What follows belongs to an exercise in optimizing a design on an open flow for small area; a production flow would make more cautious choices.
The RTL was checked by simulation tests, not by an equivalence proof against the original design.
No activity file was given, so power comes from the tool's default toggle rates.

## design.v

```verilog
module pdm_accumulator #(
    parameter integer F  = 14,
    parameter integer SW = F + 2,
    parameter integer AW = F + 1 + 11
) (
    input  wire                 clk,
    input  wire                 rst,
    input  wire                 clear,
    input  wire                 en,
    input  wire signed [SW-1:0] v,
    output wire                 mod_bit
);
    localparam signed [AW-1:0] ONE = {{(AW-F-1){1'b0}}, 1'b1, {F{1'b0}}};
    reg  signed [AW-1:0] qe;
    wire signed [AW-1:0] v_ext = {{(AW-SW){v[SW-1]}}, v};
    wire signed [AW-1:0] s     = qe + v_ext;
    assign mod_bit = (s > 0);
    always @(posedge clk) begin
        if (rst)
            qe <= {AW{1'b0}};
        else if (clear)
            qe <= {AW{1'b0}};
        else if (en)
            qe <= mod_bit ? (s - ONE) : (s + ONE);
    end
endmodule
module bit_packer #(
    parameter integer CW = 7
) (
    input  wire          clk,
    input  wire          rst,
    input  wire          clear,
    input  wire          bit_en,
    input  wire          bit_in,
    output reg           byte_valid,
    output reg  [CW-1:0] byte_addr,
    output reg  [7:0]    byte_data
);
    reg [7:0]    shreg;
    reg [2:0]    bitcnt;
    reg [CW-1:0] chunk;
    wire [7:0] folded = {shreg[6:0], bit_in};
    always @(posedge clk) begin
        if (rst) begin
            shreg      <= 8'h00;
            bitcnt     <= 3'd0;
            chunk      <= {CW{1'b0}};
            byte_data  <= 8'h00;
            byte_addr  <= {CW{1'b0}};
            byte_valid <= 1'b0;
        end else if (clear) begin
            shreg      <= 8'h00;
            bitcnt     <= 3'd0;
            chunk      <= {CW{1'b0}};
            byte_valid <= 1'b0;
        end else if (bit_en) begin
            if (bitcnt == 3'd7) begin
                byte_data  <= folded;
                byte_addr  <= chunk;
                byte_valid <= 1'b1;
                chunk      <= chunk + 1'b1;
                shreg      <= 8'h00;
                bitcnt     <= 3'd0;
            end else begin
                shreg      <= folded;
                bitcnt     <= bitcnt + 3'd1;
                byte_valid <= 1'b0;
            end
        end else begin
            byte_valid <= 1'b0;
        end
    end
endmodule
module sigma_delta_modulator #(
    parameter integer N  = 1024,
    parameter integer F  = 14,
    parameter integer SW = F + 2,
    parameter integer M  = N / 8,
    parameter integer AW = F + 1 + $clog2(N + 2),
    parameter integer IW = (N > 1) ? $clog2(N) : 1,
    parameter integer CW = (M > 1) ? $clog2(M) : 1
) (
    input  wire          clk,
    input  wire          rst,
    input  wire          start,
    input  wire          sample_valid,
    input  wire [SW-1:0] sample_data,
    output wire [IW-1:0] sample_idx,
    output wire          busy,
    output reg           done,
    output wire          fault,
    output reg  [1:0]    fault_cause,
    output wire          byte_valid,
    output wire [CW-1:0] byte_addr,
    output wire [7:0]    byte_data
);
    localparam [1:0] S_IDLE  = 2'b00;
    localparam [1:0] S_RUN   = 2'b01;
    localparam [1:0] S_FAULT = 2'b10;
    reg [1:0]    state;
    reg [IW-1:0] idx;
    wire in_fault   = (state == S_FAULT);
    wire in_run     = (state == S_RUN);
    wire do_start   = start && !in_fault;
    wire do_sample  = !start && sample_valid && in_run;
    wire last       = (idx == N - 1);
    assign busy       = in_run;
    assign fault      = in_fault;
    assign sample_idx = idx;
    always @(posedge clk) begin
        if (rst) begin
            state       <= S_IDLE;
            idx         <= {IW{1'b0}};
            done        <= 1'b0;
            fault_cause <= 2'b00;
        end else if (in_fault) begin
            done <= 1'b0;
        end else if (start) begin
            idx <= {IW{1'b0}};
            if (N % 8 != 0) begin
                state       <= S_FAULT;
                fault_cause <= 2'b01;
                done        <= 1'b0;
            end else if (N == 0) begin
                state <= S_IDLE;
                done  <= 1'b1;
            end else begin
                state <= S_RUN;
                done  <= 1'b0;
            end
        end else if (do_sample) begin
            if (last) begin
                state <= S_IDLE;
                idx   <= {IW{1'b0}};
                done  <= 1'b1;
            end else begin
                idx  <= idx + 1'b1;
                done <= 1'b0;
            end
        end else begin
            done <= 1'b0;
        end
    end
    wire mod_bit;
    pdm_accumulator #(.F(F), .SW(SW), .AW(AW)) u_acc (
        .clk     (clk),
        .rst     (rst),
        .clear   (do_start),
        .en      (do_sample),
        .v       (sample_data),
        .mod_bit (mod_bit)
    );
    bit_packer #(.CW(CW)) u_pk (
        .clk        (clk),
        .rst        (rst),
        .clear      (do_start),
        .bit_en     (do_sample),
        .bit_in     (mod_bit),
        .byte_valid (byte_valid),
        .byte_addr  (byte_addr),
        .byte_data  (byte_data)
    );
endmodule
```

## run.sh

```bash
#!/bin/bash
# synth_recipe.tcl (not shown) runs the flow's synth.tcl, then flattens the netlist and writes it again
# the make line also repeats each setting of config.mk as NAME=value (left out here)
make -C /OpenROAD-flow-scripts/flow DESIGN_CONFIG=/design/flow/config.mk WORK_HOME=/design/flow/orfs CLKGATE_MAP_FILE= SYNTH_SCRIPT=/design/flow/synth_recipe.tcl finish
```

## config.mk

```make
export PLATFORM = sky130hd
export DESIGN_NAME = sigma_delta_modulator
export DESIGN_NICKNAME = sigma_delta_modulator
export VERILOG_FILES = /design/flow/design.v
export SDC_FILE = /design/flow/constraint.sdc
export NUM_CORES = 4
export LEC_CHECK = 0
export CAP_MARGIN = 20
export CORE_MARGIN = 2
export CORE_UTILIZATION = 40
export SLEW_MARGIN = 20
```

## constraint.sdc

```tcl
create_clock -name core_clock -period 8.0 [get_ports {clk}]
set_input_delay 1.6000 -clock core_clock [delete_from_list [all_inputs] [get_ports {clk}]]
set_output_delay 1.6000 -clock core_clock [all_outputs]
set_load 0.01 [all_outputs]
```

==> flow_results.xml <==
<?xml version="1.0" encoding="UTF-8"?>
<metrics>
  <group name="power_and_ir_drop">
    <metric name="worst_case_vdd_ir_drop" unit="V">0.0000995</metric>
    <metric name="power-per-cell-area" unit="mW/mm2">174</metric>
    <metric name="p_total" unit="mW">0.972</metric>
    <metric name="p_leak" unit="nW">2.12</metric>
  </group>
  <group name="global_routing">
    <metric name="grt_start_max_net_pins" unit="">45</metric>
    <metric name="globalRouteMet3Util" unit="">0.0316</metric>
    <metric name="globalRouteOverflowTotal" unit="">0</metric>
    <metric name="global_routing_usage_on_met2" unit="">0.320</metric>
    <metric name="globalRouteMet1Util" unit="">0.254</metric>
    <metric name="antenna_found_initial" unit="">0</metric>
    <metric name="first_pass_grt_wire_length" unit="um">20200</metric>
    <metric name="groute.usage.overall" unit="">0.192</metric>
    <metric name="global_route.peak_usage_layer" unit="">met2</metric>
    <metric name="first_global_vias" unit="">4256</metric>
  </group>
  <group name="layout">
    <metric name="diodes_inserted" unit="">0</metric>
    <metric name="layout-drive-gt1-share" unit="">0.0519</metric>
    <metric name="area_growth_syn_to_fin" unit="%">17.8</metric>
    <metric name="finish.net_count" unit="">692</metric>
  </group>
  <group name="timing">
    <metric name="finalCritPeriodShare" unit="">0.880</metric>
    <metric name="report.final.hold_viol_count" unit="">0</metric>
    <metric name="timing.final.max_slew_violations" unit="">0</metric>
    <metric name="fmax" unit="GHz">0.142</metric>
    <metric name="fin_setup_tns" unit="ns">0</metric>
    <metric name="period_minus_slack" unit="ns">7.04</metric>
    <metric name="setup_viol" unit="">0</metric>
    <metric name="fin_clk_skew" unit="ns">0.0105</metric>
    <metric name="slew-limit-headroom" unit="">0.424</metric>
    <metric name="rsz_0062_raised_after_global_routing" unit="">no</metric>
    <metric name="measured_slew_at_the_worst_slew_check_pin" unit="ns">0.864</metric>
  </group>
  <group name="clock_network">
    <metric name="cts_buffer_depth" unit="">2</metric>
    <metric name="cts_tree" unit="">built</metric>
    <metric name="numCtsBuffers" unit="">9</metric>
    <metric name="post_cts_resize_count" unit="">0</metric>
    <metric name="post-cts-setup-buffers" unit="">0</metric>
    <metric name="cts.sinks" unit="">71</metric>
    <metric name="cts_hold_buffers" unit="">0</metric>
    <metric name="clk_pin_slew_worst_paths" unit="ns">0.06</metric>
    <metric name="ctsHtreeMaxLevel" unit="">3</metric>
    <metric name="root_buffer" unit="">sky130_fd_sc_hd__clkbuf_16</metric>
    <metric name="insertion_delay" unit="ns">0.34</metric>
  </group>
  <group name="setup_path">
    <metric name="worst-path-max-fanout" unit="">11</metric>
    <metric name="required" unit="ns">8.22</metric>
    <metric name="endpoint_arrival_time_on_the_critical_path" unit="ns">7.26</metric>
    <metric name="timing_worst_setup_path_type" unit="">in -&gt; reg</metric>
    <metric name="critPathLaunchType" unit="">primary input</metric>
    <metric name="critPathCaptureType" unit="">register</metric>
  </group>
  <group name="job">
    <metric name="cap_violations" unit="">0</metric>
  </group>
  <group name="synthesis">
    <metric name="yosys_register_bits" unit="">71</metric>
    <metric name="synthTopCellsByArea" unit="">sky130_fd_sc_hd__dfxtp_1 30%, sky130_fd_sc_hd__ha_1 10%, sky130_fd_sc_hd__a21oi_1 7.7%</metric>
    <metric name="synth_largest_type_area_fraction" unit="">0.300</metric>
    <metric name="post-synth-top-count-cell" unit="">sky130_fd_sc_hd__nand2_1</metric>
    <metric name="synthDominantAreaCellType" unit="">sky130_fd_sc_hd__dfxtp_1</metric>
    <metric name="post_synth.cell_area_avg" unit="um2">7.92</metric>
    <metric name="share_of_async_settable_or_async_resettable_flops_after_synthesis" unit="">0</metric>
    <metric name="syn-instance-count" unit="">598</metric>
    <metric name="synth_sequential_area_ratio" unit="">0.300</metric>
    <metric name="synth_cell_types" unit="">71</metric>
    <metric name="synthFlopType" unit="">sky130_fd_sc_hd__dfxtp_1</metric>
    <metric name="syn_area" unit="mm2">0.00473</metric>
    <metric name="synth_common_cells" unit="">95 x sky130_fd_sc_hd__nand2_1, 73 x sky130_fd_sc_hd__a21oi_1, 71 x sky130_fd_sc_hd__dfxtp_1</metric>
    <metric name="synth-warning-count" unit="">3</metric>
    <metric name="edff_count_synth" unit="">0</metric>
  </group>
  <group name="min_path">
    <metric name="holdCritPathClass" unit="">reg -&gt; reg</metric>
  </group>
  <group name="routing">
    <metric name="drtPass1Iterations" unit="">5</metric>
    <metric name="route.detailed.drc" unit="">0</metric>
    <metric name="drt-vias-per-instance" unit="">5.63</metric>
    <metric name="post_drt_wl_per_cell" unit="um">15.2</metric>
    <metric name="drt-initial-drc-count" unit="">240</metric>
    <metric name="routed-via-count" unit="">4389</metric>
    <metric name="wirelength" unit="um">11900</metric>
    <metric name="route.antenna.remaining_nets" unit="">0</metric>
  </group>
  <group name="placed_design">
    <metric name="hpwl_after_detailed_placement" unit="um">8710</metric>
    <metric name="final_wtd_congestion" unit="">0.898</metric>
    <metric name="numPortBuffers" unit="">47</metric>
  </group>
  <group name="floorplanning">
    <metric name="start_util" unit="">0.413</metric>
    <metric name="fp.coreArea" unit="mm2">0.0115</metric>
    <metric name="die_width" unit="um">113</metric>
    <metric name="area_of_the_die" unit="mm2">0.0127</metric>
    <metric name="die_y" unit="um">113</metric>
    <metric name="rows" unit="">39</metric>
    <metric name="ios" unit="">51</metric>
  </group>
  <group name="run_status">
    <metric name="run_status" unit="">complete, no violations</metric>
  </group>
</metrics>
-- through the flow --
step	std cells	utilization	worst slack, ns	hold slack, ns	area [um2]
floorplan	600	-	1.83	0.432	4740
global placement	762	0.459	0.974	0.446	5260
detailed placement	762	0.459	0.721	0.450	5260
CTS	778	0.485	1.05	0.458	5560
global route	779	0.486	0.529	0.477	5580
finish	779	0.486	0.961	0.455	5580
-- flip-flops by register name, indices dropped and copies added, names as in the netlist --
name and flops:
u_acc.qe 26, idx 10, u_pk.byte_data 8, u_pk.byte_addr 7, u_pk.chunk 7, u_pk.shreg 7, u_pk.bitcnt 3, done 1
state 1, u_pk.byte_valid 1
-- report_power, final --
part	switching, mW	internal, mW
registers	0.00299	0.358
clock network	0.164	0.243
logic	0.121	0.0825
total	0.288	0.684
-- critical path, cell delays in order --
cell                              delay, ns
sky130_fd_sc_hd__clkdlybuf4s50_1       0.54
sky130_fd_sc_hd__ha_1                  0.58
sky130_fd_sc_hd__nand2_1               0.15
sky130_fd_sc_hd__o211ai_1              0.30
sky130_fd_sc_hd__a311oi_1              0.18
sky130_fd_sc_hd__a2111oi_0             0.62
sky130_fd_sc_hd__o211ai_1              0.23
sky130_fd_sc_hd__nor4_1                0.31
sky130_fd_sc_hd__nand2_1               0.14
sky130_fd_sc_hd__nand2b_1              0.13
sky130_fd_sc_hd__inv_1                 0.23
sky130_fd_sc_hd__fa_1                  0.52
sky130_fd_sc_hd__a21o_1                0.19
sky130_fd_sc_hd__a21oi_1               0.23
sky130_fd_sc_hd__o21bai_1              0.09
sky130_fd_sc_hd__a21oi_1               0.22
sky130_fd_sc_hd__o21bai_1              0.09
sky130_fd_sc_hd__a21oi_1               0.24
sky130_fd_sc_hd__nor2b_1               0.07
sky130_fd_sc_hd__o21ai_0               0.22
sky130_fd_sc_hd__nor4_1                0.07
sky130_fd_sc_hd__a211o_1               0.29
-- final cells by class --
type	count	area, um2
timing repair buffer	50	500
tap	143	179
inverter	10	37.5
multi-input combinational	489	3140
sequential	71	1420
fill	1137	5890
clock inverter	6	70.1
clock buffer	10	229
-- logic make-up (layout without fill, tap and decap cells) --
logic type                 Yosys count  count (layout)  synth area share
xor gates and xnor gates            36              36            0.0682
adders and majority gates           41              41             0.112
AOI/OAI and AO/OA                  162             162             0.231
DFF                                 71              71             0.300
other                                1               3          0.000792
muxes                                2               2           0.00423
and+or+nand+nor                    245             245             0.246
buffers and inverters               40              76            0.0381
-- layout by cell type, fill, tap and decap left out, types with 4 or more instances in the layout --
| cell type | synthesis | routed |
|---|---|---|
| sky130_fd_sc_hd__o21bai_1 | 5 | 5 |
| sky130_fd_sc_hd__dfxtp_1 | 71 | 71 |
| sky130_fd_sc_hd__o211ai_1 | 5 | 5 |
| sky130_fd_sc_hd__o21ai_0 | 14 | 14 |
| sky130_fd_sc_hd__or3_1 | 7 | 7 |
| sky130_fd_sc_hd__xor2_1 | 17 | 17 |
| sky130_fd_sc_hd__and3_1 | 5 | 5 |
| sky130_fd_sc_hd__and4_1 | 5 | 5 |
| sky130_fd_sc_hd__a21oi_1 | 73 | 73 |
| sky130_fd_sc_hd__nor3_1 | 14 | 14 |
| sky130_fd_sc_hd__nor2_1 | 54 | 54 |
| sky130_fd_sc_hd__nand3_1 | 21 | 21 |
| sky130_fd_sc_hd__nand2_1 | 95 | 95 |
| sky130_fd_sc_hd__clkbuf_16 | 0 | 9 |
| sky130_fd_sc_hd__a21o_1 | 9 | 9 |
| sky130_fd_sc_hd__inv_1 | 10 | 10 |
| sky130_fd_sc_hd__a211oi_1 | 8 | 8 |
| sky130_fd_sc_hd__nor2b_1 | 5 | 5 |
| sky130_fd_sc_hd__o31ai_1 | 4 | 4 |
| sky130_fd_sc_hd__and2_1 | 6 | 6 |
| sky130_fd_sc_hd__xnor2_1 | 18 | 18 |
| sky130_fd_sc_hd__nand2b_1 | 5 | 5 |
| sky130_fd_sc_hd__nand3b_1 | 9 | 9 |
| sky130_fd_sc_hd__clkdlybuf4s50_1 | 0 | 47 |
| sky130_fd_sc_hd__ha_1 | 39 | 39 |
| sky130_fd_sc_hd__nand4_1 | 7 | 7 |
-- per-layer routing --
metal | wire, um | part of all wire | vias up
li1 | - | - | 2219
met2 | 5560 | 0.47 | 114
met4 | 156 | 0.013 | 0
met1 | 5640 | 0.48 | 2044
met5 | 0 | 0 | -
met3 | 506 | 0.043 | 12
-- final timing paths --
path	startpoint	end	slack (ns)	cells past startpoint
max reg2reg	u_acc.qe[0]	u_acc.qe[24]	2.45	23
min	u_acc.qe[19]	u_acc.qe[19]	0.46	2
max	sample_data[15]	u_acc.qe[24]	0.96	22
min reg2reg	u_acc.qe[19]	u_acc.qe[19]	0.46	2

afterwards: timing with drivers on the ports:
How much do the figures lean on ideal ports? The routed layout below was timed once more, with nothing changed but the port constraints. Step 1, drivers: a clkbuf_16 drives clk and a buf_2 each remaining input, both assumed. Step 2, shift: input delay + t, output delay - t, t = (earliest + latest rising clock arrival at the registers) / 2. This alone moves slack from input paths to output paths. Slacks: no drivers / after step 1 / after step 2; pairs: no drivers / after step 1.
t, ns: 0.368
setup WS [ns]: 0.961 / 0.969 / 0.600
hold slack, ns: 0.455 / 0.455 / 0.455
After both steps this run still meets setup and hold. The setup slack of this run moves by +0.008 ns with the drivers and by -0.361 ns with both steps.
